This design comes from an exercise in tuning for small area, a short achievable clock period and few clock cycles on the open sky130 flow, not from production work.
At most, simulation tests tie the RTL to the original design; equivalence was not proved.
Power and IR drop assume default switching activity.

## owd_core
module owd_core (
    input              clk,
    input              rst,
    input              start,
    input              cancel,
    input      [31:0]  sample_rate_hz,
    input              force_overdrive,
    input              channel_valid,
    input      [7:0]   channel,
    output reg         cur_valid,
    output reg [1:0]   cur_cmd,
    output reg [31:0]  cur_n,
    input              cur_ack,
    input      [63:0]  cur_sample,
    input              cur_level,
    input              cur_eos,
    output             snk_valid,
    output     [180:0] snk_data,
    output             idle,
    output             busy,
    output             halted,
    output reg [1:0]   halt_reason,
    output     [7:0]   chan
);
Size: roughly 380 flip-flops, roughly 34000 um2 of cells after synthesis.
Settings: LEC_CHECK=0, CAP_MARGIN=30, CORE_MARGIN=2, CORE_UTILIZATION=45, SETUP_SLACK_MARGIN=5, SLEW_MARGIN=30; clock period 12.0 ns.
run.sh (not shown) runs the stock make flow with config.mk's settings and CLKGATE_MAP_FILE= SYNTH_SCRIPT=/design/flow/synth_recipe.tcl, a recipe that flattens the netlist after the stock synthesis.
Then changed:
- ABC_CLOCK_PERIOD_IN_PS: unset -> 3500
- CORE_UTILIZATION: 45 -> 55
After rerunning: Core utilization is higher by 11 points; sequential share of layout area is higher by 0.23 points; critical path depth does not change; register-to-register slack gets better by 30 ps; clock-buffer cell count is lower by 9; cell count is lower by about 3.3%; worst setup slack gets worse by 53 ps.
Function was not checked in any run of this note: the RTL went through the layout flow alone.


Another version of the RTL of owd_core (not shown whole).
Size: ~4000 cells after synthesis, ~340 I/O pins.
## owd_core
module owd_core (
    input              clk,
    input              rst,
    input              start,
    input              cancel,
    input      [31:0]  sample_rate_hz,
    input              force_overdrive,
    input              channel_valid,
    input      [7:0]   channel,
    output reg         cur_valid,
    output reg [1:0]   cur_cmd,
    output reg [31:0]  cur_n,
    input              cur_ack,
    input      [63:0]  cur_sample,
    input              cur_level,
    input              cur_eos,
    output             snk_valid,
    output     [180:0] snk_data,
    output             idle,
    output             busy,
    output             halted,
    output reg [1:0]   halt_reason,
    output     [7:0]   chan
);
==> flow/config.mk <==
export PLATFORM = sky130hd
export DESIGN_NAME = owd_core
export DESIGN_NICKNAME = owd_core
export VERILOG_FILES = /design/flow/design.v
export SDC_FILE = /design/flow/constraint.sdc
export NUM_CORES = 4
export LEC_CHECK = 0
export CAP_MARGIN = 30
export CORE_MARGIN = 2
export CORE_UTILIZATION = 50
export SETUP_SLACK_MARGIN = 5
export SLEW_MARGIN = 30
==> flow/constraint.sdc <==
create_clock -name core_clock -period 12.0 [get_ports {clk}]
set_input_delay 2.4000 -clock core_clock [delete_from_list [all_inputs] [get_ports {clk}]]
set_output_delay 2.4000 -clock core_clock [all_outputs]
set_load 0.01 [all_outputs]
The baseline ran to the end with no violations.
Change:
- CORE_UTILIZATION: 50 -> 55
- PLACE_DENSITY_LB_ADDON: unset -> 0.1
After rerunning: Synthesized cell count is unchanged; worst setup slack is better by 110 ps; routed wire length goes down by about 1.9%; die area goes down by 9.0%; clock-buffer cell count goes up by 6; power goes down by about 2%; sequential share of layout area goes up by 0.31 points; first-iteration DRC count goes up by about 8%; clock skew goes up by 14 ps.
Change:
- ABC_CLOCK_PERIOD_IN_PS: unset -> 3500
- PLACE_DENSITY_LB_ADDON: 0.1 -> unset
Clock-buffer cell count shrinks by 2.
Setup slack got worse by 29 ps.
Total power stays flat.
First-iteration DRC count grows by 5.1%.
Utilization stays flat.
Function was not checked in any run of this note: the RTL went through the layout flow alone.


== run A ==
owd_core, a different RTL version from the one above (not shown whole).
Size in the first run: roughly 3900 cells after synthesis, ~380 flip-flops.
Settings: LEC_CHECK=0, CAP_MARGIN=20, CORE_MARGIN=2, CORE_UTILIZATION=55, SETUP_SLACK_MARGIN=5, SLEW_MARGIN=20; clock period 12.0 ns.
Modified inputs, run B compared to run A
Settings: ABC_CLOCK_PERIOD_IN_PS now 3500, previously not set; CAP_MARGIN now 30, was 20; TNS_END_PERCENT now 10, previously not set; SLEW_MARGIN now 30, was 20.
Looking at run A and run B, the count of endpoints failing hold in the final timing report is a wash. From run A to run B the numbers moved as follows: power in the clock group has remained practically unchanged, fraction of final layout cells with drive strength greater than 1 has remained practically unchanged, global-route usage over all layers has increased, power dissipated by switching net loads has increased. Run B: largest driver fanout on the critical path is 5 higher than what run A reported. Compared with run A, run B shows fraction of power consumed by the clock network lower by 0.3 points. On worst setup slack, run B does worse than run A. The run showing the smaller first-pass GRT wire length is run A. In run B, endpoint required time on the critical path is lower than in run A.
Changes in run C relative to run B:
Settings: changing CORE_UTILIZATION from 55 to 60; removing ABC_CLOCK_PERIOD_IN_PS (formerly 3500); changing SLEW_MARGIN from 30 to 25; changing CAP_MARGIN from 30 to 25; removing TNS_END_PERCENT (formerly 10).
- On fmax, run B and run C are neck and neck.
- Average instance area after synthesis came out exactly the same in run B and run C.
- Compared with run B, run C shows routed wire length that has gone up by a few percent.
- Taking run B as the reference, in run C total number of cells along the worst setup path +17; sequential share of layout area level.
diff inputs: run C => run D
Settings: CORE_UTILIZATION now 55, was 60; CAP_MARGIN now 30, was 25; SLEW_MARGIN now 30, was 25; ABC_CLOCK_PERIOD_IN_PS now 3500, previously not set.
--- outcome ---
Status: placed cell area parity (run D, run C). Relative contribution of combinational cells to total power (lower): run D. The sequential cell count on run C is in line with that on run D. Core area grows by a little under 10% when moving from run C to run D. Run D vs. run C: worst clock skew went down by 0.013 ns. When run D is measured against run C, its utilization turns out 6.0 points lower. Measured against each other, run C and run D differ in shortest clock period the worst path allows after layout, the higher figure coming from run C. In run D the wire length of the first global-routing pass turned out about 4.4% lower than in run C.
Function was not checked in any run of this note: the RTL went through the layout flow alone.


Another version of the RTL of owd_core (not shown whole).
Settings: LEC_CHECK=0, CAP_MARGIN=30, CORE_MARGIN=2, CORE_UTILIZATION=65, GPL_TIMING_DRIVEN=1, SETUP_SLACK_MARGIN=5, SLEW_MARGIN=30; clock period 12.0 ns.
The first run completed without violations.
Edit:
- CORE_UTILIZATION: 65 -> 55
- GPL_TIMING_DRIVEN: 1 -> default
=> Worst setup slack improves by 190 ps; routed wire length decreases by about 1.3%; sequential power barely changes; total power increases by 0.77%; sequential cell count does not change.
No functional check of the RTL was part of any run of this note.


Another version of the RTL of owd_core (not shown whole).
Size: ~4000 cells after synthesis, about 400 flip-flops, ~340 I/O pins, ~35000 um2 of cells after synthesis.
Settings: LEC_CHECK=0, ABC_CLOCK_PERIOD_IN_PS=2800, CAP_MARGIN=30, CORE_MARGIN=2, CORE_UTILIZATION=55, SETUP_SLACK_MARGIN=5, SLEW_MARGIN=30; clock period 12.0 ns.
The starting point completed with no timing, DRC or antenna violations.
Testbench counts at the start, summed over its fixed seeds: cycles 59,345.
Rerun with:
- ABC_CLOCK_PERIOD_IN_PS: 2800 -> 2000
Outcome: Design area is unchanged. Hold slack stays the same. Wire length stays the same. Setup slack stays the same. Register-to-register slack hardly moves. Combinational power stays flat. Global-route usage does not change.
Rerun with:
- ABC_CLOCK_PERIOD_IN_PS: 2000 -> 3500
Result: Synthesized cell count stays the same; total power is unchanged; final cell count stays the same; worst setup slack stays the same; critical path depth stays the same; sequential power hardly moves; cell area stays the same.
Rerun with:
- ABC_CLOCK_PERIOD_IN_PS: 3500 -> 5000
The changed run produced a clean layout.
Core utilization is unchanged.
Routed wire length does not change.
Via count stays the same.
Sequential share of layout area does not change.
Clock skew does not change.


## run Y
Another version of the RTL of owd_core (not shown whole).
Size: roughly 380 flip-flops, roughly 340 I/O pins.
clock: 12.0 ns
lec_check: 0
abc_clock_period_in_ps: 3500
cap_margin: 30
core_margin: 2
core_utilization: 50
setup_slack_margin: 5
slew_margin: 30
Testbench counts of run Y, summed over its fixed seeds: cycles 58,474.
#### Input delta (run R over run Y)
- CORE_UTILIZATION changed from 50 to 55
==> results.txt <==
Re met1 layer wirelength in the final routing: run R is 8.3% down on run Y. Re post-route non-filler standard cell count: run R and run Y aren't equal, and the higher value belongs to run Y. Looking at worst setup path category, the primary input to flop result is from run R; the flop to flop one comes from run Y. Run R: post-route core utilization is 6.1 points higher than what run Y reported. Against run Y, run R reports a power share of the sequential group that is lower. On worst hold slack, run R and run Y are neck and neck.


Another version of the RTL of owd_core (not shown whole).
Size in the first run: ~3800 cells after synthesis, about 410 flip-flops, ~340 I/O pins, about 0.033 mm2 of cells after synthesis.
==> flow/design.v (excerpt) <==
module owd_core (
    input              clk,
    input              rst,
    input              start,
    input              cancel,
    input      [31:0]  sample_rate_hz,
    input              force_overdrive,
    input              channel_valid,
    input      [7:0]   channel,
    output reg         cur_valid,
    output reg [1:0]   cur_cmd,
    output reg [31:0]  cur_n,
    input              cur_ack,
    input      [63:0]  cur_sample,
    input              cur_level,
    input              cur_eos,
    output             snk_valid,
    output     [180:0] snk_data,
    output             idle,
    output             busy,
    output             halted,
    output reg [1:0]   halt_reason,
    output     [7:0]   chan
);
Settings: LEC_CHECK=0, ABC_CLOCK_PERIOD_IN_PS=5000, CAP_MARGIN=30, CORE_MARGIN=2, CORE_UTILIZATION=55, SETUP_SLACK_MARGIN=4, SLEW_MARGIN=30; clock period 12.0 ns.
Testbench counts at the start, summed over its fixed seeds: cycles 59,057.
Edit:
- ABC_CLOCK_PERIOD_IN_PS: 5000 -> 3500
- SETUP_SLACK_MARGIN: 4 -> 5
After rerunning:
- The changed run passed the timing, design-rule and antenna checks
- routed wire length goes up by 4.6%
- final cell count is higher by 1.3%
- utilization increases by 2.5 points
- critical path depth grows by 4
- global-route usage rose by 1.8 points
- synthesized area does not change
- clock-buffer cell count decreases by 5
- fmax grows by 12%


== rev 12 ==
owd_core, a different RTL version from the one above (not shown whole).
Size in the first run: ~4,600 cells after synthesis, ~39,000 um2 of cells after synthesis.
Settings: LEC_CHECK=0, ABC_CLOCK_PERIOD_IN_PS=3500, CAP_MARGIN=30, CORE_MARGIN=2, CORE_UTILIZATION=55, SETUP_SLACK_MARGIN=5, SLEW_MARGIN=30; clock period 12.0 ns.
> inputs changed (rev 12 -> rev 13)
- changing ABC_CLOCK_PERIOD_IN_PS from 3500 to 2500
- changing CORE_UTILIZATION from 55 to 60
## What came out
Rev 13 went all the way through synthesis, placement and routing and the layout is clean on timing, DRC and antenna.
Rev 12 | status: complete | timing, DRC, antenna: pass
Rev 12 → rev 13: area of all placed cells without fillers has decreased; number of antenna violations at the first check in global routing has decreased.
Rev 13 vs. rev 12: global-route usage went up 2.7 points, clock share of power now smaller, wire length of the first global-routing pass went down 2.5%.
Between rev 12 and rev 13, the flow reports maximum frequency decreasing slightly.
Lower non-filler instance count after layout was reported by rev 13, not rev 12.
Die area on rev 13 is ahead of rev 12.
Function was not checked in any run of this note: the RTL went through the layout flow alone.

afterwards: timing with drivers on the ports:
The flow's constraints put no driver on any port. The routed layouts listed below were extracted and timed again, unchanged, in two steps.
Step 1, drivers: a clkbuf_16 drives clk and a buf_2 each remaining input, both assumed.
Step 2, shift: input delay + t, output delay - t, t = (earliest + latest rising clock arrival at the registers) / 2. This alone moves slack from input paths to output paths.
a / b / c = ideal / step 1 / step 2; a / b = the first two.
run | shift t [ns] | slack for setup (ns) | hold slack, ns | clock arrival spread, ns
the first run of note 1 | 0.681 | 5.130 / 5.142 / 4.493 | 0.455 / 0.455 / 0.455 | 0.020 / 0.021
the second run of note 1 | 0.664 | 5.077 / 5.101 / 4.437 | 0.453 / 0.453 / 0.453 | 0.022 / 0.022
the first run of note 2 | 0.675 | 5.043 / 5.089 / 4.414 | 0.457 / 0.457 / 0.457 | 0.023 / 0.024
the second run of note 2 | 0.677 | 5.156 / 5.183 / 4.519 | 0.451 / 0.451 / 0.451 | 0.037 / 0.037
the third run of note 2 | 0.688 | 5.127 / 5.135 / 4.487 | 0.455 / 0.455 / 0.455 | 0.015 / 0.015
run A | 0.662 | 5.046 / 4.995 / 4.421 | 0.452 / 0.452 / 0.452 | 0.017 / 0.016
run B | 0.677 | 5.022 / 5.060 / 4.384 | 0.457 / 0.457 / 0.457 | 0.016 / 0.017
run C | 0.676 | 5.030 / 5.030 / 4.429 | 0.459 / 0.459 / 0.459 | 0.032 / 0.033
run D | 0.675 | 5.057 / 5.092 / 4.417 | 0.454 / 0.454 / 0.454 | 0.019 / 0.019
the first run of note 4 | 0.678 | 4.933 / 4.933 / 4.411 | 0.459 / 0.459 / 0.459 | 0.025 / 0.025
the second run of note 4 | 0.683 | 5.119 / 5.127 / 4.473 | 0.458 / 0.458 / 0.458 | 0.029 / 0.028
the first run of note 5 | 0.681 | 5.181 / 5.230 / 4.549 | 0.456 / 0.456 / 0.456 | 0.030 / 0.030
the second run of note 5 | 0.681 | 5.181 / 5.230 / 4.549 | 0.456 / 0.456 / 0.456 | 0.030 / 0.030
the third run of note 5 | 0.681 | 5.181 / 5.230 / 4.549 | 0.456 / 0.456 / 0.456 | 0.030 / 0.030
the fourth run of note 5 | 0.681 | 5.181 / 5.230 / 4.549 | 0.456 / 0.456 / 0.456 | 0.030 / 0.030
run Y | 0.685 | 5.068 / 5.068 / 4.422 | 0.452 / 0.452 / 0.452 | 0.048 / 0.048
run R | 0.680 | 5.107 / 5.136 / 4.456 | 0.452 / 0.452 / 0.452 | 0.039 / 0.039
the first run of note 7 | 0.667 | 4.141 / 4.185 / 3.519 | 0.456 / 0.456 / 0.456 | 0.023 / 0.023
the second run of note 7 | 0.674 | 4.971 / 4.991 / 4.316 | 0.452 / 0.452 / 0.452 | 0.029 / 0.029
rev 12 | 0.685 | 5.073 / 5.107 / 4.422 | 0.452 / 0.452 / 0.452 | 0.016 / 0.017
rev 13 | 0.693 | 5.030 / 5.030 / 4.414 | 0.456 / 0.456 / 0.456 | 0.026 / 0.026
After both steps setup and hold are still met in every run listed. For the second run of note 7, which loses most, drivers alone change the setup slack by +0.020 ns; drivers and shift together by -0.655 ns.
